This is an optimization exercise on Yosys and OpenROAD, whose aim is small area, a short achievable clock period and few clock cycles, not a production implementation.
The RTL was checked by simulation tests, not by an equivalence proof against the original design.
Power figures rest on the tool's default switching activity, not on a simulated workload.

==> flow/config.mk <==
export PLATFORM = sky130hd
export DESIGN_NAME = bowler_pkt
export DESIGN_NICKNAME = bowler_pkt
export VERILOG_FILES = /design/flow/design.v
export SDC_FILE = /design/flow/constraint.sdc
export NUM_CORES = 4
export LEC_CHECK = 0
export CAP_MARGIN = 20
export CELL_PAD_IN_SITES_DETAIL_PLACEMENT = 1
export CELL_PAD_IN_SITES_GLOBAL_PLACEMENT = 2
export CORE_MARGIN = 2
export CORE_UTILIZATION = 40
export GPL_ROUTABILITY_DRIVEN = 1
export GPL_TIMING_DRIVEN = 1
export PLACE_DENSITY = 0.5
export SETUP_SLACK_MARGIN = 5
export SLEW_MARGIN = 20
==> flow/constraint.sdc <==
create_clock -name core_clock -period 12.0 [get_ports {clk}]
set_input_delay 2.4000 -clock core_clock [delete_from_list [all_inputs] [get_ports {clk}]]
set_output_delay 2.4000 -clock core_clock [all_outputs]
set_load 0.01 [all_outputs]
==> flow/design.v <==
module bowler_pkt (
    input  wire        clk,
    input  wire        rst,
    input  wire        cmd_valid,
    output wire        cmd_ready,
    input  wire [31:0] cmd_word,
    input  wire [31:0] cmd_data,
    input  wire        rx_valid,
    output wire        rx_ready,
    input  wire [7:0]  rx_byte,
    input  wire [31:0] now,
    output reg         resp_valid,
    output reg  [7:0]  resp_status,
    output reg  [31:0] resp_result
);
    localparam [7:0] ST_OK = 8'h00, ST_EMPTY = 8'h01, ST_OVERFLOW = 8'h02,
                     ST_NOT_READY = 8'h03, ST_READY = 8'h04, ST_CONTINUE = 8'h05,
                     ST_FIRED = 8'h06, ST_NOT_FIRED = 8'h07,
                     ST_PKT_OK = 8'h10, ST_BAD_REV = 8'h11, ST_BAD_HCK = 8'h12,
                     ST_BAD_LEN = 8'h13, ST_BAD_PCK = 8'h14,
                     ST_ILLEGAL = 8'hE0, ST_BAD_INDEX = 8'hE1, ST_BAD_OFFSET = 8'hE2,
                     ST_BAD_LENGTH = 8'hE3, ST_READ_ONLY = 8'hE4;
    localparam [1:0] TM_HCHK = 2'd0,    
                     TM_HSUM = 2'd1,    
                     TM_PCHK = 2'd2,    
                     TM_PSUM = 2'd3;    
    localparam K_PUSH = 0,  K_POP = 1,   K_PEEK = 2,  K_AVAIL = 3, K_FRST = 4,
               K_TINIT = 5, K_TELAP = 6, K_TFIRE = 7, K_TRST = 8,
               K_PRD = 9,   K_PWR = 10,  K_GETF = 11, K_SETF = 12, K_HCK = 13,
               K_PCK = 14,  K_VAL = 15,  K_FIN = 16,
               K_STEP = 17, K_POLL = 18, K_RRST = 19,
               K_RXP = 20,  K_LCHK = 21, K_SETEST = 22, K_TICK = 23,
               K_CRD = 24,  K_CWR = 25;
    function [27:0] pdec;
        input [31:0] w;
        reg [25:0] k;
        reg        lg, ml;
        reg        n_ok, b_ok, k_ok, a_ok;
        begin
            n_ok = (w[23:0] == 24'd0);
            b_ok = (w[23:8] == 16'd0);
            k_ok = (w[23:16] == 8'd0);
            a_ok = (w[15:0] == 16'd0);
            k = 26'd0; lg = 1'b0; ml = 1'b0;
            case (w[31:24])
                8'h10: begin k[K_PUSH]   = 1'b1; lg = b_ok; end
                8'h11: begin k[K_POP]    = 1'b1; lg = n_ok; ml = 1'b1; end
                8'h12: begin k[K_PEEK]   = 1'b1; lg = k_ok; ml = 1'b1; end
                8'h13: begin k[K_AVAIL]  = 1'b1; lg = n_ok; end
                8'h14: begin k[K_FRST]   = 1'b1; lg = n_ok; end
                8'h20: begin k[K_TINIT]  = 1'b1; lg = a_ok; end
                8'h21: begin k[K_TELAP]  = 1'b1; lg = a_ok; ml = 1'b1; end
                8'h22: begin k[K_TFIRE]  = 1'b1; lg = a_ok; ml = 1'b1; end
                8'h23: begin k[K_TRST]   = 1'b1; lg = a_ok; end
                8'h30: begin k[K_PRD]    = 1'b1; lg = k_ok; end
                8'h31: begin k[K_PWR]    = 1'b1; lg = 1'b1; end
                8'h32: begin k[K_GETF]   = 1'b1; lg = a_ok; ml = (w[23:16] == 8'd7); end
                8'h33: begin k[K_SETF]   = 1'b1; lg = a_ok; ml = (w[23:16] == 8'd7); end
                8'h34: begin k[K_HCK]    = 1'b1; lg = n_ok; ml = 1'b1; end
                8'h35: begin k[K_PCK]    = 1'b1; lg = n_ok; ml = 1'b1; end
                8'h36: begin k[K_VAL]    = 1'b1; lg = n_ok; ml = 1'b1; end
                8'h37: begin k[K_FIN]    = 1'b1; lg = n_ok; ml = 1'b1; end
                8'h40: begin k[K_STEP]   = 1'b1; lg = n_ok; ml = 1'b1; end
                8'h41: begin k[K_POLL]   = 1'b1; lg = n_ok; ml = 1'b1; end
                8'h42: begin k[K_RRST]   = 1'b1; lg = n_ok; end
                8'h50: begin k[K_RXP]    = 1'b1; lg = b_ok; end
                8'h51: begin k[K_LCHK]   = 1'b1; lg = n_ok; ml = 1'b1; end
                8'h52: begin k[K_SETEST] = 1'b1; lg = n_ok; end
                8'h53: begin k[K_TICK]   = 1'b1; lg = n_ok; ml = 1'b1; end
                8'h60: begin k[K_CRD]    = 1'b1; lg = a_ok; end
                8'h61: begin k[K_CWR]    = 1'b1; lg = a_ok; end
                default: ;
            endcase
            pdec = {ml && lg, !lg, lg ? k : 26'd0};
        end
    endfunction
    reg  [7:0]   rd, wr;
    reg  [8:0]   cnt;
    reg          tfire_q;
    reg          fc_v, vc_v, vc_hok, vc_cap;
    reg  [7:0]   fc_h, fc_p;
    reg          n_fc_v, n_vc_v, n_vc_hok, n_vc_cap;
    reg  [7:0]   n_fc_h, n_fc_p;
    reg  [1023:0] pkt;
    reg          pkt_resp;
    reg  [1:0]   rsm_state;
    reg  [7:0]   rsm_len;
    reg  [31:0]  last0, last1, last2, last3;
    reg  [31:0]  intv0, intv1, intv2, intv3;
    reg          link_est;
    reg  [7:0]   cfg_rev;
    reg  [47:0]  dev_mac;
    reg  [31:0]  junk_cnt, ovf_cnt, hdrfail_cnt, payfail_cnt, frame_cnt, timeout_cnt;
    reg          rdy;
    reg          r_v, r_rx;
    reg  [7:0]   r_b;
    reg  [31:0]  r_w, r_d, r_now;
    reg          e_v, e_rx;
    reg  [7:0]   e_b;
    reg  [31:0]  e_w, e_d, e_now;
    reg  [25:0]  ek;
    reg          e_ill, e_multi;
    assign cmd_ready = rdy;
    assign rx_ready  = rdy;
    wire in_acc = rdy && (cmd_valid || rx_valid);
    wire fin;                        
    wire take = !e_v || fin;
    always @(posedge clk) begin
        if (rst) begin
            rdy <= 1'b1;
            r_v <= 1'b0;
            e_v <= 1'b0;
        end else if (take) begin
            e_v <= r_v || in_acc;
            r_v <= 1'b0;
            rdy <= 1'b1;
        end else if (in_acc) begin
            r_v <= 1'b1;
            rdy <= 1'b0;
        end
    end
    wire [27:0] dec_r  = pdec(r_w);
    wire [27:0] dec_in = pdec(cmd_word);
    always @(posedge clk) begin
        if (take) begin
            if (r_v) begin
                e_rx <= r_rx; e_b <= r_b; e_w <= r_w; e_d <= r_d; e_now <= r_now;
                {e_multi, e_ill, ek} <= r_rx ? 28'd0 : dec_r;
            end else begin
                e_rx <= rx_valid; e_b <= rx_byte; e_w <= cmd_word; e_d <= cmd_data; e_now <= now;
                {e_multi, e_ill, ek} <= rx_valid ? 28'd0 : dec_in;
            end
        end
        if (rdy) begin
            r_rx <= rx_valid; r_b <= rx_byte; r_w <= cmd_word; r_d <= cmd_data; r_now <= now;
        end
    end
    wire [7:0]  fa  = e_w[23:16];
    wire [15:0] imm = e_w[15:0];
    reg  [7:0]  wa;                  
    reg  [15:0] wr_boh;              
    reg         fw_en;
    reg  [7:0]  fw_data;
    reg  [3:0]  wa_hi1;
    reg  [15:0] wa_nx;
    wire [3:0]  wa_hi  = wa[7:4];
    wire [127:0] bank_q;             
    genvar gb;
    generate
        for (gb = 0; gb < 16; gb = gb + 1) begin : g_bank
            reg [7:0] mem [0:15];
            wire [3:0] row = wa_nx[gb] ? wa_hi1 : wa_hi;
            always @(posedge clk)
                if (fw_en && wr_boh[gb])
                    mem[wr[7:4]] <= fw_data;
            assign bank_q[8*gb +: 8] = mem[row];
        end
    endgenerate
    reg  [6:0]  pa;                  
    reg         pa_sel;              
    wire [6:0]  paddr = pa_sel ? pa : e_w[6:0];
    reg  [127:0] pchunk;
    always @(*) begin
        case (paddr[6:4])
            3'd0: pchunk = pkt[127:0];
            3'd1: pchunk = pkt[255:128];
            3'd2: pchunk = pkt[383:256];
            3'd3: pchunk = pkt[511:384];
            3'd4: pchunk = pkt[639:512];
            3'd5: pchunk = pkt[767:640];
            3'd6: pchunk = pkt[895:768];
            default: pchunk = pkt[1023:896];
        endcase
    end
    wire [7:0] pbyte = pchunk[8*paddr[3:0] +: 8];
    wire [15:0] pkt_dlen  = {pkt[8*13 +: 8], pkt[8*12 +: 8]};
    wire        pkt_legal = (pkt_dlen >= 16'd16) && (pkt_dlen <= 16'd128);
    wire [7:0]  pdl_c     = pkt[8*12 +: 8];           
    reg         pl_q, dl_dirty;
    reg  [7:0]  pdl;
    reg  [6:0]  pdm1;
    reg  [2:0]  kchk, ksum;
    always @(posedge clk) begin
        pl_q <= pkt_legal;
        pdl  <= pdl_c;
        pdm1 <= pdl_c[6:0] - 7'd1;
        kchk <= (pdl_c - 8'd1) >> 4;
        ksum <= (pdl_c - 8'd2) >> 4;
    end
    reg         wsrc;                 
    reg  [1:0]  tmode;
    reg  [2:0]  tk;                   
    reg         iv, ih, il, ic;       
    reg  [7:0]  dlx;                  
    reg  [15:0] m_inc, m_neg;
    integer j;
    wire [3:0]  rrot = wsrc ? 4'd0 : wa[3:0];
    wire [31:0] mk0 = {m_neg, m_inc};
    wire [31:0] mk1 = rrot[0] ? {mk0[30:16], mk0[31], mk0[14:0], mk0[15]} : mk0;
    wire [31:0] mk2 = rrot[1] ? {mk1[29:16], mk1[31:30], mk1[13:0], mk1[15:14]} : mk1;
    wire [31:0] mk3 = rrot[2] ? {mk2[27:16], mk2[31:28], mk2[11:0], mk2[15:12]} : mk2;
    wire [31:0] mk4 = rrot[3] ? {mk3[23:16], mk3[31:24], mk3[7:0],  mk3[15:8]}  : mk3;
    wire [15:0] b_inc = mk4[15:0];
    wire [15:0] b_neg = mk4[31:16];
    wire [127:0] rdata = wsrc ? pchunk : bank_q;
    reg  [7:0]  x [0:15];
    always @(*)
        for (j = 0; j < 16; j = j + 1)
            x[j] = (rdata[8*j +: 8] ^ {8{b_neg[j]}}) & {8{b_inc[j]}};
    function [15:0] csa;
        input [7:0] a, b, c;
        reg [7:0] s, cy;
        begin
            s  = a ^ b ^ c;
            cy = (a & b) | (a & c) | (b & c);
            csa = {cy[6:0], 1'b0, s};
        end
    endfunction
    wire [15:0] c1a = csa(x[0],  x[1],  x[2]);
    wire [15:0] c1b = csa(x[3],  x[4],  x[5]);
    wire [15:0] c1c = csa(x[6],  x[7],  x[8]);
    wire [15:0] c1d = csa(x[9],  x[10], x[11]);
    wire [15:0] c1e = csa(x[12], x[13], x[14]);
    wire [15:0] c2a = csa(c1a[7:0],  c1a[15:8], c1b[7:0]);
    wire [15:0] c2b = csa(c1b[15:8], c1c[7:0],  c1c[15:8]);
    wire [15:0] c2c = csa(c1d[7:0],  c1d[15:8], c1e[7:0]);
    reg  [127:0] win;                 
    reg  [3:0]   w_rot;
    reg  [63:0]  w_ps;                
    reg          w_cin;
    reg          wv, wh, wl, wc, wc0;
    reg          ic0, pc0;
    reg  [2:0]   wk;
    always @(posedge clk) begin
        win   <= rdata;
        w_rot <= rrot;
        w_ps  <= {x[15], c1e[15:8], c2c, c2b, c2a};
        w_cin <= |b_neg;
        wk    <= tk;
        wh    <= ih;
        wc0   <= ic0 && ic;
        wl    <= il;
    end
    wire [127:0] ro1 = w_rot[0] ? {win[7:0],  win[127:8]}  : win;
    wire [127:0] ro2 = w_rot[1] ? {ro1[15:0], ro1[127:16]} : ro1;
    wire [127:0] ro3 = w_rot[2] ? {ro2[31:0], ro2[127:32]} : ro2;
    wire [127:0] fwin = w_rot[3] ? {ro3[63:0], ro3[127:64]} : ro3;
    wire [15:0] c3a = csa(w_ps[7:0],   w_ps[15:8],  w_ps[23:16]);
    wire [15:0] c3b = csa(w_ps[31:24], w_ps[39:32], w_ps[47:40]);
    wire [15:0] c4a = csa(c3a[7:0], c3a[15:8], c3b[7:0]);
    wire [15:0] c4b = csa(c3b[15:8], w_ps[55:48], w_ps[63:56]);
    wire [15:0] c5a = csa(c4a[7:0], c4a[15:8], c4b[7:0]);
    wire [15:0] c6a = csa(c5a[7:0], c5a[15:8], c4b[15:8]);
    wire [7:0]  wsum = c6a[7:0] + c6a[15:8] + {7'd0, w_cin};
    wire [7:0]  f12 = fwin[8*12 +: 8];
    wire [7:0]  f13 = fwin[8*13 +: 8];
    reg  [15:0] fmatch;
    reg  [4:0]  ffirst;
    always @(*) begin
        for (j = 0; j < 16; j = j + 1)
            fmatch[j] = (fwin[8*j +: 8] == cfg_rev) && (j < cnt);
        ffirst = 5'd16;
        for (j = 15; j >= 0; j = j - 1)
            if (fmatch[j]) ffirst = j;
    end
    reg  [7:0]  p_sum;
    reg         p_zero;
    reg         p_m0;                 
    reg  [4:0]  p_first;              
    reg         p_legal;
    reg  [7:0]  p_dl;
    reg         p_ltdl;               
    reg  [7:0]  p_b15;
    reg  [7:0]  p_b0;
    reg         pv, ph, pl;
    always @(posedge clk) begin
        p_sum   <= wsum;
        p_zero  <= (wsum == 8'd0);
        p_m0    <= fmatch[0];
        p_first <= ffirst;
        p_legal <= (f13 == 8'd0) && (f12 >= 8'd16) && (f12 <= 8'd128);
        p_dl    <= f12;
        p_ltdl  <= (cnt < {1'b0, f12});
        p_b15   <= fwin[8*15 +: 8];
        p_b0    <= fwin[7:0];
        ph      <= wh;
        pc0     <= wc0 && wc;
        pl      <= wl;
    end
    wire [1:0]  tsel = (ek[K_LCHK] || ek[K_TICK]) ? 2'd0 : fa[1:0];
    reg  [31:0] tl_m, ti_m;
    always @(*) begin
        case (tsel)
            2'd0: begin tl_m = last0; ti_m = intv0; end
            2'd1: begin tl_m = last1; ti_m = intv1; end
            2'd2: begin tl_m = last2; ti_m = intv2; end
            default: begin tl_m = last3; ti_m = intv3; end
        endcase
    end
    reg  [32:0] ts_diff;
    reg  [31:0] ts_last, ts_intv;
    always @(posedge clk) begin
        ts_diff <= {1'b0, e_now} - {1'b0, tl_m};
        ts_last <= tl_m;
        ts_intv <= ti_m;
    end
    wire        t_back = ts_diff[32];
    wire [31:0] t_diff = ts_diff[31:0];
    wire        t_fire = !t_back && (t_diff >= ts_intv);
    wire [31:0] t_over = t_diff - ts_intv;
    wire        t_snap = ({1'b0, t_diff} > {ts_intv, 1'b0});
    wire [31:0] t_new_last = (t_back || (t_fire && t_snap)) ? e_now :
                             !t_fire ? ts_last : (ts_last + ts_intv);
    wire fifo_full  = cnt[8];                 
    wire fifo_empty = (cnt == 9'd0);
    wire csr_defined = (fa <= 8'h0E) || (fa >= 8'h20 && fa <= 8'h23) || (fa >= 8'h30 && fa <= 8'h33);
    wire csr_ro = (fa == 8'h01) || (fa == 8'h02) || (fa == 8'h0B) || (fa == 8'h0C) ||
                  (fa == 8'h0D) || (fa == 8'h0E) || (fa >= 8'h20);
    reg [31:0] csr_rdata;
    always @(*) begin
        case (fa)
            8'h00: csr_rdata = {24'd0, cfg_rev};
            8'h01: csr_rdata = {26'd0, pkt_resp, fifo_full, fifo_empty, link_est, rsm_state};
            8'h02: csr_rdata = {23'd0, cnt};
            8'h03: csr_rdata = junk_cnt;
            8'h04: csr_rdata = ovf_cnt;
            8'h05: csr_rdata = hdrfail_cnt;
            8'h06: csr_rdata = payfail_cnt;
            8'h07: csr_rdata = frame_cnt;
            8'h08: csr_rdata = timeout_cnt;
            8'h09: csr_rdata = dev_mac[31:0];
            8'h0A: csr_rdata = {16'd0, dev_mac[47:32]};
            8'h0B: csr_rdata = {24'd0, rsm_len};
            8'h0C: csr_rdata = 32'd256;
            8'h0D: csr_rdata = 32'd128;
            8'h0E: csr_rdata = 32'd4;
            8'h20: csr_rdata = last0;
            8'h21: csr_rdata = last1;
            8'h22: csr_rdata = last2;
            8'h23: csr_rdata = last3;
            8'h30: csr_rdata = intv0;
            8'h31: csr_rdata = intv1;
            8'h32: csr_rdata = intv2;
            8'h33: csr_rdata = intv3;
            default: csr_rdata = 32'd0;
        endcase
    end
    reg [31:0] getf_val;
    always @(*) begin
        case (fa[3:0])
            4'd0: getf_val = {24'd0, pkt[8*0 +: 8]};
            4'd1: getf_val = pkt[8*1 +: 32];
            4'd2: getf_val = {16'd0, pkt[8*5 +: 16]};
            4'd3: getf_val = {24'd0, pkt[8*7 +: 8]};
            4'd4: getf_val = pkt[8*8 +: 32];
            4'd5: getf_val = {16'd0, pkt_dlen};
            4'd6: getf_val = {24'd0, pkt[8*14 +: 8]};
            default: getf_val = {31'd0, pkt_resp};
        endcase
    end
    reg  [3:0]  ms;
    reg  [2:0]  kc, kl;               
    reg         cst;                  
    reg  [7:0]  acc8;
    reg  [7:0]  chk_b;
    reg  [7:0]  n_rd, n_wr;
    reg  [8:0]  n_cnt;
    reg         n_pkt_resp;
    reg  [1:0]  n_rsm_state;
    reg  [7:0]  n_rsm_len;
    reg  [31:0] n_last0, n_last1, n_last2, n_last3;
    reg  [31:0] n_intv0, n_intv1, n_intv2, n_intv3;
    reg         n_link_est;
    reg  [7:0]  n_cfg_rev;
    reg  [47:0] n_dev_mac;
    reg  [31:0] n_junk, n_ovf, n_hdrf, n_payf, n_frame, n_tmo;
    reg         n_rv;
    reg  [7:0]  n_rs;
    reg  [31:0] n_rr;
    reg         fin_c;
    reg  [3:0]  n_ms;
    reg  [2:0]  n_kc, n_kl;
    reg  [7:0]  n_acc8, n_chk_b, n_dlx;
    reg         is_v, is_src, is_h, is_l, is_c, is_psel, is_fw, is_c0;
    reg  [7:0]  is_wa;
    reg  [6:0]  is_pa;
    reg  [1:0]  is_mode;
    reg  [2:0]  is_k;
    reg         bw_en;
    reg  [6:0]  bw_addr;
    reg  [7:0]  bw_data;
    reg  [14:0] f_en;
    reg  [119:0] f_dat;
    reg         cw_en;
    assign fin = fin_c;
    always @(*)
        dl_wr = f_en[12] || f_en[13] || (bw_en && (bw_addr == 7'd12 || bw_addr == 7'd13)) ||
                (cw_en && wk == 3'd0);
    reg  [4:0]  sk_m;
    reg  [7:0]  dlw;                  
    reg         go_pay, go_hdr, single, ltdl;
    reg  [7:0]  tot;
    reg         pay_ok, n_cst, dl_wr, n_tf;
    reg  [6:0]  tg_l;                 
    reg  [15:0] tg_th, tg_oh;
    reg  [15:0] nt_inc, nt_neg;
    always @(*) begin
        tg_l = (is_mode == TM_PCHK) ? (n_dlx[6:0] - 7'd1) : (n_dlx[6:0] - 7'd2);
        for (j = 0; j < 16; j = j + 1) begin
            tg_th[j] = (j <= tg_l[3:0]);
            tg_oh[j] = (j == tg_l[3:0]);
        end
        case (is_mode)
            TM_HCHK: begin nt_inc = 16'h7FFF; nt_neg = 16'h4000; end
            TM_HSUM: begin nt_inc = 16'h3FFF; nt_neg = 16'h0000; end
            default: begin
                nt_inc = (is_k < tg_l[6:4]) ? 16'hFFFF : (is_k == tg_l[6:4]) ? tg_th : 16'h0000;
                nt_neg = (is_mode == TM_PCHK && is_k == tg_l[6:4]) ? tg_oh : 16'h0000;
            end
        endcase
    end
    wire        put_is  = e_rx || ek[K_PUSH] || ek[K_RXP];
    wire [7:0]  put_b   = e_rx ? e_b : e_w[7:0];
    wire        is_rsm  = ek[K_STEP] || ek[K_POLL] || ek[K_TICK];
    always @(*) begin
        n_rd = rd; n_wr = wr; n_cnt = cnt;
        n_pkt_resp = pkt_resp;
        n_rsm_state = rsm_state; n_rsm_len = rsm_len;
        n_last0 = last0; n_last1 = last1; n_last2 = last2; n_last3 = last3;
        n_intv0 = intv0; n_intv1 = intv1; n_intv2 = intv2; n_intv3 = intv3;
        n_link_est = link_est; n_cfg_rev = cfg_rev; n_dev_mac = dev_mac;
        n_junk = junk_cnt; n_ovf = ovf_cnt; n_hdrf = hdrfail_cnt; n_payf = payfail_cnt;
        n_frame = frame_cnt; n_tmo = timeout_cnt;
        n_rv = 1'b0; n_rs = ST_OK; n_rr = 32'd0;
        fin_c = 1'b0;
        n_ms = ms; n_kc = kc; n_kl = kl; n_acc8 = acc8; n_chk_b = chk_b; n_dlx = dlx;
        is_v = 1'b0; is_src = 1'b0; is_h = 1'b0; is_l = 1'b0; is_c = 1'b0; is_psel = 1'b0; is_fw = 1'b0; is_c0 = 1'b0;
        is_wa = 8'd0; is_pa = 7'd0; is_mode = TM_HCHK; is_k = 3'd0;
        fw_en = 1'b0; fw_data = put_b;
        bw_en = 1'b0; bw_addr = paddr; bw_data = fa;
        f_en = 15'd0; f_dat = 120'd0;
        cw_en = 1'b0;
        sk_m = 5'd0;
        dlw = rsm_len; ltdl = (cnt < {1'b0, rsm_len});
        go_pay = 1'b0; go_hdr = 1'b0;
        single = ek[K_STEP];
        tot = 8'd0;
        pay_ok = 1'b0; n_cst = cst;
        n_tf = tfire_q;
        n_fc_v = fc_v; n_fc_h = fc_h; n_fc_p = fc_p;
        n_vc_v = vc_v; n_vc_hok = vc_hok; n_vc_cap = vc_cap;
        if (e_v && !e_multi) begin
            fin_c = 1'b1;
            n_rv  = !e_rx;
            if (put_is) begin
                if (fifo_full) begin
                    n_ovf = ovf_cnt + 32'd1;
                    n_rs  = ST_OVERFLOW;
                    n_rr  = {23'd0, cnt};
                end else begin
                    fw_en = 1'b1;
                    n_wr  = wr + 8'd1;
                    n_cnt = cnt + 9'd1;
                    n_rr  = {23'd0, cnt + 9'd1};
                end
                if (e_rx || ek[K_RXP])
                    n_last0 = e_now;
            end
            if (e_ill)
                n_rs = ST_ILLEGAL;
            if (ek[K_AVAIL])
                n_rr = {23'd0, cnt};
            if (ek[K_FRST]) begin
                n_rd = 8'd0; n_wr = 8'd0; n_cnt = 9'd0;
            end
            if (ek[K_TINIT] || ek[K_TRST]) begin
                if (fa >= 8'd4) begin
                    n_rs = ST_BAD_INDEX;
                end else begin
                    case (fa[1:0])
                        2'd0: begin n_last0 = e_now; if (ek[K_TINIT]) n_intv0 = e_d; end
                        2'd1: begin n_last1 = e_now; if (ek[K_TINIT]) n_intv1 = e_d; end
                        2'd2: begin n_last2 = e_now; if (ek[K_TINIT]) n_intv2 = e_d; end
                        default: begin n_last3 = e_now; if (ek[K_TINIT]) n_intv3 = e_d; end
                    endcase
                end
            end
            if (ek[K_PRD]) begin
                if (imm >= 16'd128) n_rs = ST_BAD_OFFSET;
                else n_rr = {24'd0, pbyte};
            end
            if (ek[K_PWR]) begin
                if (imm >= 16'd128) n_rs = ST_BAD_OFFSET;
                else bw_en = 1'b1;
            end
            if (ek[K_GETF]) begin
                if (fa >= 8'd9) n_rs = ST_BAD_INDEX;
                else n_rr = getf_val;
            end
            if (ek[K_SETF]) begin
                if (fa >= 8'd9) begin
                    n_rs = ST_BAD_INDEX;
                end else begin
                    case (fa[3:0])
                        4'd0: begin f_en[0] = 1'b1; f_dat[7:0] = e_d[7:0]; end
                        4'd1: begin f_en[4:1] = 4'hF; f_dat[39:8] = e_d; end
                        4'd2: begin f_en[6:5] = 2'h3; f_dat[55:40] = e_d[15:0]; end
                        4'd3: begin f_en[7] = 1'b1; f_dat[63:56] = e_d[7:0]; end
                        4'd4: begin f_en[11:8] = 4'hF; f_dat[95:64] = e_d; end
                        4'd5: begin f_en[13:12] = 2'h3; f_dat[111:96] = e_d[15:0]; end
                        4'd6: begin f_en[14] = 1'b1; f_dat[119:112] = e_d[7:0]; end
                        default: n_pkt_resp = e_d[0];
                    endcase
                end
            end
            if (ek[K_RRST]) begin
                n_rsm_state = 2'd0; n_rsm_len = 8'd0;
            end
            if (ek[K_SETEST])
                n_link_est = 1'b1;
            if (ek[K_CRD]) begin
                if (!csr_defined) n_rs = ST_BAD_INDEX;
                else n_rr = csr_rdata;
            end
            if (ek[K_CWR]) begin
                if (!csr_defined) begin
                    n_rs = ST_BAD_INDEX;
                end else if (csr_ro) begin
                    n_rs = ST_READ_ONLY;
                end else begin
                    case (fa[3:0])
                        4'h0: n_cfg_rev = e_d[7:0];
                        4'h3: n_junk  = e_d;
                        4'h4: n_ovf   = e_d;
                        4'h5: n_hdrf  = e_d;
                        4'h6: n_payf  = e_d;
                        4'h7: n_frame = e_d;
                        4'h8: n_tmo   = e_d;
                        4'h9: n_dev_mac[31:0] = e_d;
                        default: n_dev_mac[47:32] = e_d[15:0];
                    endcase
                end
            end
        end else if (e_v) begin
            if (ek[K_POP]) begin
                if (fifo_empty) begin
                    fin_c = 1'b1; n_rv = 1'b1; n_rs = ST_EMPTY;
                end else if (ms == 4'd0) begin
                    n_ms = 4'd1;
                end else begin
                    fin_c = 1'b1; n_rv = 1'b1;
                    n_rr = {24'd0, fwin[7:0]};
                    n_rd = rd + 8'd1; n_cnt = cnt - 9'd1;
                end
            end
            if (ek[K_PEEK]) begin
                if (imm >= {7'd0, cnt}) begin
                    fin_c = 1'b1; n_rv = 1'b1; n_rs = ST_EMPTY;
                end else if (ms == 4'd0) begin
                    is_wa = rd + imm[7:0]; is_fw = 1'b1;
                    n_ms = 4'd1;
                end else if (ms == 4'd1) begin
                    n_ms = 4'd2;
                end else begin
                    fin_c = 1'b1; n_rv = 1'b1;
                    n_rr = {24'd0, fwin[7:0]};
                end
            end
            if (ek[K_TELAP] || ek[K_TFIRE] || ek[K_LCHK]) begin
                if (!ek[K_LCHK] && fa >= 8'd4) begin
                    fin_c = 1'b1; n_rv = 1'b1; n_rs = ST_BAD_INDEX;
                end else if (ms == 4'd0) begin
                    n_ms = 4'd1;
                end else begin
                    fin_c = 1'b1; n_rv = 1'b1;
                    if (ek[K_TELAP]) begin
                        n_rr = t_back ? 32'd0 : t_diff;
                    end else begin
                        n_rs = t_fire ? ST_FIRED : ST_NOT_FIRED;
                        n_rr = t_fire ? t_over : 32'd0;
                        case (tsel)
                            2'd0: n_last0 = t_new_last;
                            2'd1: n_last1 = t_new_last;
                            2'd2: n_last2 = t_new_last;
                            default: n_last3 = t_new_last;
                        endcase
                        if (ek[K_LCHK] && t_fire) begin
                            n_rd = 8'd0; n_wr = 8'd0; n_cnt = 9'd0;
                            n_rsm_state = 2'd0; n_rsm_len = 8'd0;
                            n_link_est = 1'b0;
                            n_tmo = timeout_cnt + 32'd1;
                        end
                    end
                end
            end
            if ((ek[K_GETF] || ek[K_SETF] || ek[K_PCK] || ek[K_VAL] || ek[K_FIN]) &&
                ms == 4'd0 && dl_dirty) begin
            end else if (ek[K_GETF] || ek[K_SETF]) begin
                if (!pl_q) begin
                    fin_c = 1'b1; n_rv = 1'b1; n_rs = ST_BAD_LENGTH;
                end else if (ms == 4'd0) begin
                    is_psel = 1'b1; is_pa = pdm1;
                    n_ms = 4'd1;
                end else begin
                    fin_c = 1'b1; n_rv = 1'b1;
                    if (ek[K_GETF]) begin
                        n_rr = {24'd0, pbyte};
                    end else begin
                        bw_en = 1'b1; bw_data = e_d[7:0];
                    end
                end
            end else if (ek[K_HCK]) begin
                if (ms == 4'd0 && fc_v) begin
                    fin_c = 1'b1; n_rv = 1'b1;
                    n_rr = {23'd0, 1'b1, fc_h};
                end else if (ms == 4'd0) begin
                    is_v = 1'b1; is_src = 1'b1; is_psel = 1'b1; is_pa = 7'd0;
                    is_mode = TM_HSUM; is_h = 1'b1; is_l = 1'b1;
                    n_ms = 4'd1;
                end else if (pv) begin
                    fin_c = 1'b1; n_rv = 1'b1;
                    n_rr = {23'd0, pkt[8*14 +: 8] == p_sum, p_sum};
                end
            end else if (ek[K_PCK]) begin
                if (ms == 4'd0 && fc_v) begin
                    fin_c = 1'b1; n_rv = 1'b1;
                    n_rr = {23'd0, 1'b1, fc_p};
                end else if (!pl_q) begin
                    fin_c = 1'b1; n_rv = 1'b1; n_rs = ST_BAD_LENGTH;
                end else if (ms == 4'd0) begin
                    is_psel = 1'b1; is_pa = pdm1;
                    n_dlx = pdl;
                    n_ms = 4'd1;
                end else begin
                    if (ms == 4'd1) n_chk_b = pbyte;
                    if (ms == 4'd1 || ms == 4'd2) begin
                        is_v = 1'b1; is_src = 1'b1; is_psel = 1'b1;
                        is_k = (ms == 4'd1) ? 3'd0 : kc;
                        is_pa = {is_k, 4'd0};
                        is_mode = TM_PSUM; is_h = (ms == 4'd1);
                        is_l = (is_k == ksum);
                        n_kc = is_k + 3'd1;
                        n_ms = is_l ? 4'd3 : 4'd2;
                    end
                    if (pv) begin
                        tot = (ph ? ((dlx >= 8'd17) ? p_b15 : 8'd0) : (acc8 + p_sum));
                        n_acc8 = tot;
                        if (pl) begin
                            fin_c = 1'b1; n_rv = 1'b1;
                            n_rr = {23'd0, chk_b == tot, tot};
                        end
                    end
                end
            end else if (ek[K_VAL]) begin
                if (ms == 4'd0 && pkt[7:0] != cfg_rev) begin
                    fin_c = 1'b1; n_rv = 1'b1; n_rs = ST_BAD_REV; n_rr = {16'd0, pkt_dlen};
                end else if (ms == 4'd0 && vc_v) begin
                    fin_c = 1'b1; n_rv = 1'b1;
                    n_rs = vc_hok ? ST_PKT_OK : ST_BAD_HCK;
                    n_rr = {16'd0, pkt_dlen};
                end else begin
                    n_dlx = pdl;
                    if (ms == 4'd0 || ms == 4'd1) begin
                        is_v = 1'b1; is_src = 1'b1; is_psel = 1'b1;
                        is_k = (ms == 4'd0) ? 3'd0 : kc;
                        is_pa = {is_k, 4'd0};
                        is_mode = (ms == 4'd0) ? TM_HCHK : TM_PCHK;
                        is_h = (ms == 4'd0);
                        is_l = !pl_q || (is_k == kchk);
                        n_kc = is_k + 3'd1;
                        n_ms = is_l ? 4'd2 : 4'd1;
                    end
                    if (pv) begin
                        tot = acc8 + p_sum;
                        if (ph) begin
                            tot = (kchk == 3'd0) ? (8'd0 - p_b15) : p_b15;
                            if (!p_zero) begin
                                fin_c = 1'b1; n_rv = 1'b1; n_rs = ST_BAD_HCK; n_rr = {16'd0, pkt_dlen};
                            end else if (!pl_q) begin
                                fin_c = 1'b1; n_rv = 1'b1; n_rs = ST_BAD_LEN; n_rr = {16'd0, pkt_dlen};
                            end
                        end
                        n_acc8 = tot;
                        if (pl && !fin_c) begin
                            fin_c = 1'b1; n_rv = 1'b1;
                            n_rs = (tot == 8'd0) ? ST_PKT_OK : ST_BAD_PCK;
                            n_rr = {16'd0, pkt_dlen};
                        end
                    end
                end
            end else if (ek[K_FIN]) begin
                if (!pl_q) begin
                    fin_c = 1'b1; n_rv = 1'b1; n_rs = ST_BAD_LENGTH;
                end else begin
                    n_dlx = pdl;
                    if (ms == 4'd0) begin
                        f_en[6:0] = 7'h7F;
                        f_dat[55:0] = {dev_mac, cfg_rev};
                    end
                    if (ms == 4'd0 || ms == 4'd1) begin
                        is_v = 1'b1; is_src = 1'b1; is_psel = 1'b1;
                        is_k = (ms == 4'd0) ? 3'd0 : kc;
                        is_pa = {is_k, 4'd0};
                        is_mode = (ms == 4'd0) ? TM_HSUM : TM_PSUM;
                        is_h = (ms == 4'd0);
                        is_l = (is_k == ksum);
                        n_kc = is_k + 3'd1;
                        n_ms = is_l ? 4'd2 : 4'd1;
                    end
                    if (pv) begin
                        tot = acc8 + p_sum;
                        if (ph) begin
                            f_en[14] = 1'b1;
                            f_dat[119:112] = p_sum;
                            n_fc_h = p_sum;
                            tot = (dlx >= 8'd17) ? p_b15 : 8'd0;
                        end
                        n_acc8 = tot;
                        if (pl) begin
                            n_fc_p = tot;
                            bw_en = 1'b1; bw_addr = dlx[6:0] - 7'd1; bw_data = tot;
                            fin_c = 1'b1; n_rv = 1'b1;
                            n_rr = {16'd0, pkt_dlen};
                        end
                    end
                end
            end
            if (is_rsm) begin
                case (ms)
                4'd0: begin
                    if ((rsm_state == 2'd0 && fifo_empty) ||
                        (rsm_state == 2'd1 && cnt < 9'd15) ||
                        (rsm_state == 2'd2 && ltdl)) begin
                        if (ek[K_TICK]) begin
                            n_ms = 4'd1;
                        end else begin
                            fin_c = 1'b1; n_rv = 1'b1; n_rs = ST_NOT_READY;
                            n_rr = {30'd0, rsm_state};
                        end
                    end else begin
                        n_ms = 4'd2;    
                    end
                end
                4'd1, 4'd2: begin
                    if (ek[K_TICK]) begin
                        n_last0 = t_new_last;
                        if (t_fire) begin
                            n_rd = 8'd0; n_wr = 8'd0; n_cnt = 9'd0;
                            n_rsm_state = 2'd0; n_rsm_len = 8'd0;
                            n_link_est = 1'b0;
                            n_tmo = timeout_cnt + 32'd1;
                        end
                    end
                    n_tf = ek[K_TICK] && t_fire;
                    if (ek[K_TICK] && ms == 4'd1) begin
                        fin_c = 1'b1; n_rv = 1'b1; n_rs = ST_NOT_READY;
                        n_rr = t_fire ? 32'h0001_0000 : {30'd0, rsm_state};
                    end else begin
                        n_ms = 4'd3;
                    end
                end
                4'd3: begin
                    n_tf = 1'b0;
                    if (tfire_q) begin
                        fin_c = 1'b1; n_rv = 1'b1; n_rs = ST_NOT_READY; n_rr = 32'h0001_0000;
                    end else
                    if (rsm_state == 2'd0) begin
                        sk_m = (cnt >= 9'd16) ? 5'd16 : cnt[4:0];
                        if (fifo_empty) begin
                            fin_c = 1'b1; n_rv = 1'b1; n_rs = ST_NOT_READY; n_rr = 32'd0;
                        end else if (single) begin
                            if (p_m0) begin
                                n_rsm_state = 2'd1;
                                fin_c = 1'b1; n_rv = 1'b1; n_rs = ST_CONTINUE; n_rr = 32'd1;
                            end else begin
                                n_rd = rd + 8'd1; n_cnt = cnt - 9'd1;
                                n_junk = junk_cnt + 32'd1;
                                fin_c = 1'b1; n_rv = 1'b1; n_rs = ST_CONTINUE; n_rr = 32'd0;
                            end
                        end else if (p_m0) begin
                            n_rsm_state = 2'd1;
                            go_hdr = 1'b1;
                        end else if (p_first != 5'd16) begin
                            n_rd = rd + {3'd0, p_first};
                            n_cnt = cnt - {4'd0, p_first};
                            n_junk = junk_cnt + {27'd0, p_first};
                            n_rsm_state = 2'd1;
                            n_ms = 4'd4;
                        end else begin
                            n_rd = rd + {3'd0, sk_m};
                            n_cnt = cnt - {4'd0, sk_m};
                            n_junk = junk_cnt + {27'd0, sk_m};
                            if (cnt <= 9'd16) begin
                                fin_c = 1'b1; n_rv = 1'b1; n_rs = ST_NOT_READY; n_rr = 32'd0;
                            end else begin
                                n_ms = 4'd4;
                            end
                        end
                    end else if (rsm_state == 2'd1) begin
                        go_hdr = 1'b1;
                    end else begin
                        go_pay = 1'b1;
                    end
                    if (go_hdr) begin
                        if (cnt < 9'd15) begin
                            fin_c = 1'b1; n_rv = 1'b1; n_rs = ST_NOT_READY; n_rr = 32'd1;
                        end else if (p_m0 && p_zero && p_legal) begin
                            n_rsm_len = p_dl;
                            n_rsm_state = 2'd2;
                            dlw = p_dl;
                            ltdl = p_ltdl;
                            if (single) begin
                                fin_c = 1'b1; n_rv = 1'b1; n_rs = ST_CONTINUE; n_rr = 32'd2;
                            end else begin
                                go_pay = 1'b1;
                            end
                        end else begin
                            n_rd = rd + 8'd1; n_cnt = cnt - 9'd1;
                            n_junk = junk_cnt + 32'd1;
                            n_hdrf = hdrfail_cnt + 32'd1;
                            n_rsm_len = 8'd0;
                            n_rsm_state = 2'd0;
                            if (single) begin
                                fin_c = 1'b1; n_rv = 1'b1; n_rs = ST_CONTINUE; n_rr = 32'd0;
                            end else begin
                                n_ms = 4'd4;
                            end
                        end
                    end
                    if (go_pay) begin
                        n_dlx = dlw;
                        n_kl = (dlw - 8'd1) >> 4;
                        if (ltdl) begin
                            fin_c = 1'b1; n_rv = 1'b1; n_rs = ST_NOT_READY; n_rr = 32'd2;
                        end else if (dlw == 8'd16) begin
                            n_ms = (p_b15 == 8'd0) ? 4'd8 : 4'd9;
                        end else begin
                            n_acc8 = p_b15;
                            is_v = 1'b1; is_fw = 1'b1; is_k = 3'd1; is_wa = rd + 8'd16;
                            is_mode = TM_PCHK;
                            is_l = (dlw <= 8'd32);
                            n_kc = is_l ? 3'd0 : 3'd2;
                            n_cst = 1'b0;
                            n_ms = is_l ? 4'd7 : 4'd6;
                        end
                    end
                end
                4'd4: n_ms = 4'd5;
                4'd5: n_ms = 4'd3;
                4'd6: begin
                    is_v = 1'b1; is_fw = 1'b1; is_k = kc; is_wa = rd + {kc, 4'd0};
                    is_mode = TM_PCHK;
                    is_l = (kc == kl);
                    n_kc = is_l ? 3'd0 : kc + 3'd1;
                    n_cst = 1'b0;
                    if (is_l) n_ms = 4'd7;
                    if (pv) n_acc8 = acc8 + p_sum;
                end
                4'd7: begin
                    if (pv) n_acc8 = acc8 + p_sum;
                    n_ms = 4'd12;
                end
                4'd12: begin
                    if (!cst) begin
                        is_c0 = (kc == 3'd0);
                        is_c = 1'b1; is_fw = 1'b1; is_k = kc; is_wa = rd + {kc, 4'd0};
                        is_l = (kc == kl);
                        n_kc = kc + 3'd1;
                        n_cst = is_l;
                    end
                    if (pv) begin
                        tot = acc8 + p_sum;
                        n_acc8 = tot;
                        if (pl) begin
                            pay_ok = (tot == 8'd0);
                            n_ms = pay_ok ? 4'd10 : 4'd9;
                        end
                    end
                end
                4'd8: begin
                    is_c = 1'b1; is_fw = 1'b1; is_k = 3'd0; is_wa = rd;
                    is_c0 = 1'b1;
                    is_l = 1'b1;
                    n_cst = 1'b1;
                    n_ms = 4'd10;
                end
                4'd10: begin
                    if (!cst) begin
                        is_c = 1'b1; is_fw = 1'b1; is_k = kc; is_wa = rd + {kc, 4'd0};
                        is_l = (kc == kl);
                        n_kc = kc + 3'd1;
                        n_cst = is_l;
                    end
                end
                4'd9: begin
                    n_rd = rd + 8'd1; n_cnt = cnt - 9'd1;
                    n_junk = junk_cnt + 32'd1;
                    n_payf = payfail_cnt + 32'd1;
                    n_rsm_len = 8'd0;
                    n_rsm_state = 2'd0;
                    if (single) begin
                        fin_c = 1'b1; n_rv = 1'b1; n_rs = ST_CONTINUE; n_rr = 32'd0;
                    end else begin
                        n_ms = 4'd4;
                    end
                end
                default: ;
                endcase
                if (wc && ms == 4'd10) begin
                    cw_en = 1'b1;
                    if (wl) begin
                        n_rd = rd + dlx;
                        n_cnt = cnt - {1'b0, dlx};
                        n_frame = frame_cnt + 32'd1;
                        n_rsm_len = 8'd0;
                        n_rsm_state = 2'd0;
                        n_pkt_resp = 1'b0;
                        fin_c = 1'b1; n_rv = 1'b1; n_rs = ST_READY; n_rr = {24'd0, dlx};
                    end
                end
            end
        end
    end
    wire pkt_wr_any = bw_en || cw_en || (|f_en);
    reg  fc_set, vc_set;
    always @(*) begin
        fc_set = fin_c && ek[K_FIN] && pl_q && !(ms == 4'd0 && dl_dirty);
        vc_set = fin_c && is_rsm && n_rs == ST_READY;
    end
    always @(posedge clk) begin
        if (rst) begin
            rd <= 8'd0; wr <= 8'd0; cnt <= 9'd0;
            wr_boh <= 16'd1;
            pkt_resp <= 1'b0;
            rsm_state <= 2'd0; rsm_len <= 8'd0;
            last0 <= 32'd0; last1 <= 32'd0; last2 <= 32'd0; last3 <= 32'd0;
            intv0 <= 32'd1000; intv1 <= 32'd0; intv2 <= 32'd0; intv3 <= 32'd0;
            link_est <= 1'b0;
            cfg_rev <= 8'h03;
            dev_mac <= 48'd0;
            junk_cnt <= 32'd0; ovf_cnt <= 32'd0; hdrfail_cnt <= 32'd0;
            payfail_cnt <= 32'd0; frame_cnt <= 32'd0; timeout_cnt <= 32'd0;
            resp_valid <= 1'b0;
            resp_status <= 8'd0;
            resp_result <= 32'd0;
            ms <= 4'd0;
            iv <= 1'b0; ic <= 1'b0;
            wv <= 1'b0; wc <= 1'b0;
            pv <= 1'b0;
            pa_sel <= 1'b0;
            dl_dirty <= 1'b1;
            tfire_q <= 1'b0;
            fc_v <= 1'b0;
            vc_v <= 1'b0;
            vc_cap <= 1'b0;
        end else begin
            dl_dirty <= dl_wr;
            tfire_q <= n_tf;
            fc_v <= fc_set || (fc_v && !pkt_wr_any);
            fc_h <= n_fc_h;
            fc_p <= n_fc_p;
            vc_cap <= pc0 ? 1'b1 : (ic0 && ic) ? 1'b0 : vc_cap;
            if (pc0) vc_hok <= p_zero;
            vc_v <= vc_set ? (vc_cap || pc0) : (vc_v && !pkt_wr_any);
            rd <= n_rd; wr <= n_wr; cnt <= n_cnt;
            wr_boh <= 16'd1 << n_wr[3:0];
            pkt_resp <= n_pkt_resp;
            rsm_state <= n_rsm_state; rsm_len <= n_rsm_len;
            last0 <= n_last0; last1 <= n_last1; last2 <= n_last2; last3 <= n_last3;
            intv0 <= n_intv0; intv1 <= n_intv1; intv2 <= n_intv2; intv3 <= n_intv3;
            link_est <= n_link_est;
            cfg_rev <= n_cfg_rev;
            dev_mac <= n_dev_mac;
            junk_cnt <= n_junk; ovf_cnt <= n_ovf; hdrfail_cnt <= n_hdrf;
            payfail_cnt <= n_payf; frame_cnt <= n_frame; timeout_cnt <= n_tmo;
            resp_valid <= n_rv;
            if (n_rv) begin
                resp_status <= n_rs;
                resp_result <= n_rr;
            end
            ms <= fin_c ? 4'd0 : n_ms;
            iv <= is_v && !fin_c; ic <= is_c && !fin_c; ic0 <= is_c0;
            wv <= iv && !fin_c; wc <= ic && !fin_c;
            pv <= wv && !fin_c;
            pa_sel <= is_psel && !fin_c;
        end
    end
    wire [7:0] wa_d = (!fin_c && is_fw) ? is_wa : n_rd;
    always @(posedge clk) begin
        kc <= n_kc; kl <= n_kl; cst <= n_cst; acc8 <= n_acc8; chk_b <= n_chk_b; dlx <= n_dlx;
        pa <= is_pa;
        if (rst) begin
            wa    <= 8'd0;
            wa_hi1 <= 4'd1;
            wa_nx <= 16'd0;
            wsrc  <= 1'b0;
            m_inc <= 16'h7FFF;
            m_neg <= 16'h4000;
            tmode <= TM_HCHK;
            tk    <= 3'd0;
            ih    <= 1'b0;
            il    <= 1'b0;
        end else begin
            wa    <= wa_d;
            wa_hi1 <= wa_d[7:4] + 4'd1;
            for (j = 0; j < 16; j = j + 1)
                wa_nx[j] <= (j < wa_d[3:0]);
            wsrc  <= !fin_c && is_src;
            tmode <= fin_c ? TM_HCHK : is_mode;
            m_inc <= fin_c ? 16'h7FFF : nt_inc;
            m_neg <= fin_c ? 16'h4000 : nt_neg;
            tk    <= fin_c ? 3'd0 : is_k;
            ih    <= !fin_c && is_h;
            il    <= !fin_c && is_l;
        end
    end
    wire [127:0] lane = cw_en ? fwin : {16{bw_data}};
    genvar gp;
    generate
        for (gp = 0; gp < 128; gp = gp + 1) begin : g_pkt
            wire cw_hit = cw_en && (wk == gp / 16) && ({wk, 4'd0} + (gp % 16) < dlx);
            wire bw_hit = bw_en && (bw_addr == gp);
            wire fhit   = (gp < 15) && f_en[gp < 15 ? gp : 0];
            always @(posedge clk) begin
                if (rst)
                    pkt[8*gp +: 8] <= 8'd0;
                else if (fhit)
                    pkt[8*gp +: 8] <= f_dat[8*(gp < 15 ? gp : 0) +: 8];
                else if (cw_hit || bw_hit)
                    pkt[8*gp +: 8] <= lane[8*(gp % 16) +: 8];
            end
        end
    endgenerate
endmodule
==> flow/flow/run.sh <==
#!/bin/bash
set -uo pipefail
bash standard.sh SETUP_SLACK_MARGIN=7.8 finish > standard.log 2>&1
status=$?
exit $status
==> flow/standard.sh <==
#!/bin/bash
# synth_recipe.tcl (not shown) runs the flow's synth.tcl, then flattens the netlist and writes it again
# the make line also repeats each setting of config.mk as NAME=value (left out here)
make -C /OpenROAD-flow-scripts/flow DESIGN_CONFIG=/design/flow/config.mk WORK_HOME=/design/flow/orfs CLKGATE_MAP_FILE= SYNTH_SCRIPT=/design/flow/synth_recipe.tcl "${@:-finish}"
==> results by group <==
Clocking
  • Clock-pin slew on the worst setup and hold paths: 0.07 ns
  • CTS sink count: 4,385
  • H-tree levels: 5
  • CTS tree: done
  • Inserted Clock Buffers: 485
  • Root buffer selected by CTS: clkbuf_16
  • Hold Buf Count CTS: 0
  • Later-pin clock latency in the skew report: 1.11 ns
  • Maximum clock path buffer count: 4

Logic synthesis
  • #FFs+latches synth: 4,385
  • Top cells by count, synth: 2,493 x nor2_1, 2,320 x edfxtp_1, 2,065 x dfxtp_1
  • Main synth FF type: edfxtp_1
  • Synthesized area per cell: 10.82 µm²
  • Unique masters post-synth: 102
  • Synth Warn #: 2
  • Most frequent cell after synthesis: nor2_1
  • Syn Std Cell Area: 212,400 µm²
  • Syn nets: 20,070
  • Post-synth top area share: 0.3281
  • Biggest area consumer among synthesized cells: edfxtp_1
  • Synth area leaders: edfxtp_1 33%, dfxtp_1 19%, mux4_2 7.3%
  • Number of synthesized flops with an enable pin: 2,320
  • Async SR Flop Fraction: 0
  • Post-Syn Instances: 19,620
  • Register area share after synthesis: 0.5227

Drt
  • Drt drc: 0
  • TritonRoute pass-1 iters: 8
  • Remaining antenna violation count after routing: 0
  • Vias/cell: 6.521
  • Drt first-iter violations: 23,010
  • Routed vias: 182,400
  • Routed wire length: 1,151,000 µm
  • Routed WL per cell: 41.16 µm

Flow run
  • Number of max-cap violations: 0

Power and ir drop
  • Peak VDD IR: 0.2045 mV
  • P per Cell Area: 147.0 nW/µm²
  • Static Leakage: 90.63 nW

Global route
  • All-Layer GR Usage: 0.4107
  • GRT overflow: 0
  • Largest net degree at the start of global routing: 194
  • Vias in the first global route: 175,100
  • First-pass GRT wire length: 1,531,000 µm
  • Initial antenna violation count: 117

Setup path
  • Critical Path AT: 5.66 ns
  • Worst Path Class, Setup: flop to flop
  • Worst Setup End Kind: flop
  • Critical Path Fanout Max: 3
  • CP Launch Type: flop
  • CP required: 12.99 ns

Placed design
  • Minimum setup slack after placement: 5.507 ns
  • Placer Congestion: 1.036
  • Placed standard-cell area: 225,000 µm²
  • Placed wire-length estimate: 798,600 µm
  • Number of buffers added on ports: 149

Final layout
  • Share of post-route cells with drive strength above 1: 0.2369
  • Post-Layout Inst Area: 262,100 µm²
  • Area delta synth->final: 23.42%
  • Register area: 111,200 µm²
  • Filler cell count in the final layout: 54,720
  • Area of the multi-input gates: 104,400 µm²
  • Nets@finish: 20,930

Timing
  • Fmax: 0.2141 GHz
  • Fin Clk Skew: 0.1282 ns
  • Fin crit period: 4.672 ns
  • Final setup vio count: 0
  • Setup WS post-layout: 7.328 ns
  • Max-slew headroom: 0.08975
  • Setup TNS: 0 ns
  • Hold Fails Final Rpt: 0
  • Pins Over Slew Limit: 0
  • RSZ-0062 raised after global routing: true
  • Final period utilization: 0.3893
  • Worst-Margin Slew: 1.351 ns

Hold path
  • Type of the tightest min-delay check: flop to flop

Run status
  • Status: finished clean

Floorplan
  • Die area: 536,700 µm²
  • CORE AREA: 528,800 µm²
  • Initial Util: 0.4016
  • I/O pins: 151
  • Row count: 267
  • Die X: 732.6 µm
  • Die H: 732.6 µm
==> registers in the layout, summed over array words and instances (netlist names), 33 cells and up <==
name,flops
ts_diff,33
win,128
g_bank.mem,2048
pkt,1024
dev_mac,48
w_ps,59
==> through the flow <==
step	hold slack (ns)	std cells	util	total power [mW]
floorplan	0.3096	19620	-	19.07
global placement	0.3116	26110	0.4253	21.55
detailed placement	0.3146	26120	0.4255	21.59
CTS	0.3288	27520	0.4821	38.01
global route	0.3358	27930	0.4954	39.32
finish	0.3262	27980	0.4956	38.54
==> cells in the final DEF, fill, tap and decap left out, drive strengths merged, types with 89 or more instances in the layout <==
cell	netlist	layout
a22oi	319	319
nor2	2493	2493
and3	88	89
inv	303	311
ha	245	245
nor2b	117	118
a222oi	117	117
clkdlybuf4s50	0	98
clkbuf	1224	669
o22ai	237	238
a21o	99	99
dfxtp	2065	2065
o31ai	109	109
nand2	1936	1939
o211ai	139	139
a211oi	819	819
buf	217	1590
mux2i	762	762
fa	97	97
nand3	363	367
a221oi	173	173
xnor2	188	188
a21oi	1144	1144
nor3	247	247
xor2	266	266
and2	135	135
o21a	149	149
mux4	689	689
edfxtp	2320	2320
o21ai	870	871
a31oi	169	169
clkinv	11	181
nand4	134	134
mux2	308	314
==> power breakdown <==
| part | total [mW] | switching, mW | internal [mW] | leakage [nW] |
|---|---|---|---|---|
| clock | 15.9 | 6.80 | 9.09 | 8.10 |
| sequential | 16.4 | 0.220 | 16.2 | 38.0 |
| combinational | 6.27 | 4.32 | 1.95 | 44.5 |
==> metal layers <==
metal  track usage  up-vias  share of wire
met5             0        -        0.00033
met4        0.2772       48          0.085
met3        0.1018     2592          0.096
met2        0.6052     9451           0.42
met1        0.5340    94680           0.39
li1              -    75670              -
==> cell type report <==
type / instances / share of cell area
clock buffer: 639 / 0.05074
tap: 6994 / 0.03339
inverter: 314 / 0.004817
antenna: 83 / 0.0007925
timing repair buffer: 1795 / 0.07477
sequential: 4385 / 0.4244
clock inverter: 269 / 0.01276
multi-input combinational: 13500 / 0.3983
==> cells by family after synthesis <==
kind of cell             after synthesis  share of synthesized area
XOR/XNOR                             454                    0.01876
buffers and inverters               1755                    0.03151
flip-flops                          4385                     0.5227
other                                  1                 0.00001766
multiplexers                        1759                     0.1253
AO/OA/AOI/OAI                       5024                     0.1585
AND/OR/NAND/NOR                     5900                     0.1196
adder cells (fa/ha/maj)              342                    0.02358
==> what timing repair did <==
item	in CTS	in global routing
pin swaps	249	315
buffers inserted	421	339
gates resized for setup	1773	719
gates cloned	78	30
setup endpoints to repair	1913	1423
==> worst paths after layout <==
kind / startpoint / endpoint / slack (ns) / cells past startpoint
worst max register to register: w_ps[1] / p_zero / 7.33 / 13
worst min register to register: ih / wh / 0.33 / 0
worst min-delay path: ih / wh / 0.33 / 0
worst max-delay path: w_ps[1] / p_zero / 7.33 / 13
==> worst max-delay path, stage by stage, from the launching register on <==
cell and delay, ns:
dfxtp_1 0.33, fa_1 0.51, fa_1 0.60, inv_1 0.08, fa_1 0.49, fa_1 0.52
inv_2 0.05, ha_4 0.25, a21o_1 0.20, a21oi_2 0.16, buf_4 0.13, xnor2_1 0.32
or4_4 0.63, nor2_4 0.31
Testbench counts, summed over its fixed seeds: cycles 53,109.

## port drivers added, routing unchanged
The flow's constraints put no driver on any port. The routed layout listed below was extracted and timed again, unchanged, in two steps.
Step 1 (the two cells are an assumption about what drives the block):
set clk [get_ports {clk}]
set_driving_cell -lib_cell sky130_fd_sc_hd__clkbuf_16 $clk
set_driving_cell -lib_cell sky130_fd_sc_hd__buf_2 [delete_from_list [all_inputs] $clk]
Step 2 adds t to the input delays and takes it off the output delays; t is the mean of the earliest and latest rising clock arrival at the registers after step 1. Input paths then give back, and output paths get back, about the clock's delay inside the block.
Three values: no drivers, after step 1, after step 2; two values: the first two.
shift t [ns]: 1.209
slack for setup (ns): 7.328 / 7.328 / 6.749
hold WS [ns]: 0.326 / 0.326 / 0.326
slew at the worst register clock pin (ns): 0.07 / 0.07
pins driven straight from the clock port: 1
After both steps setup and hold are still met in this run. The setup slack of this run moves by 0.000 ns with the drivers and by -0.579 ns with both steps.
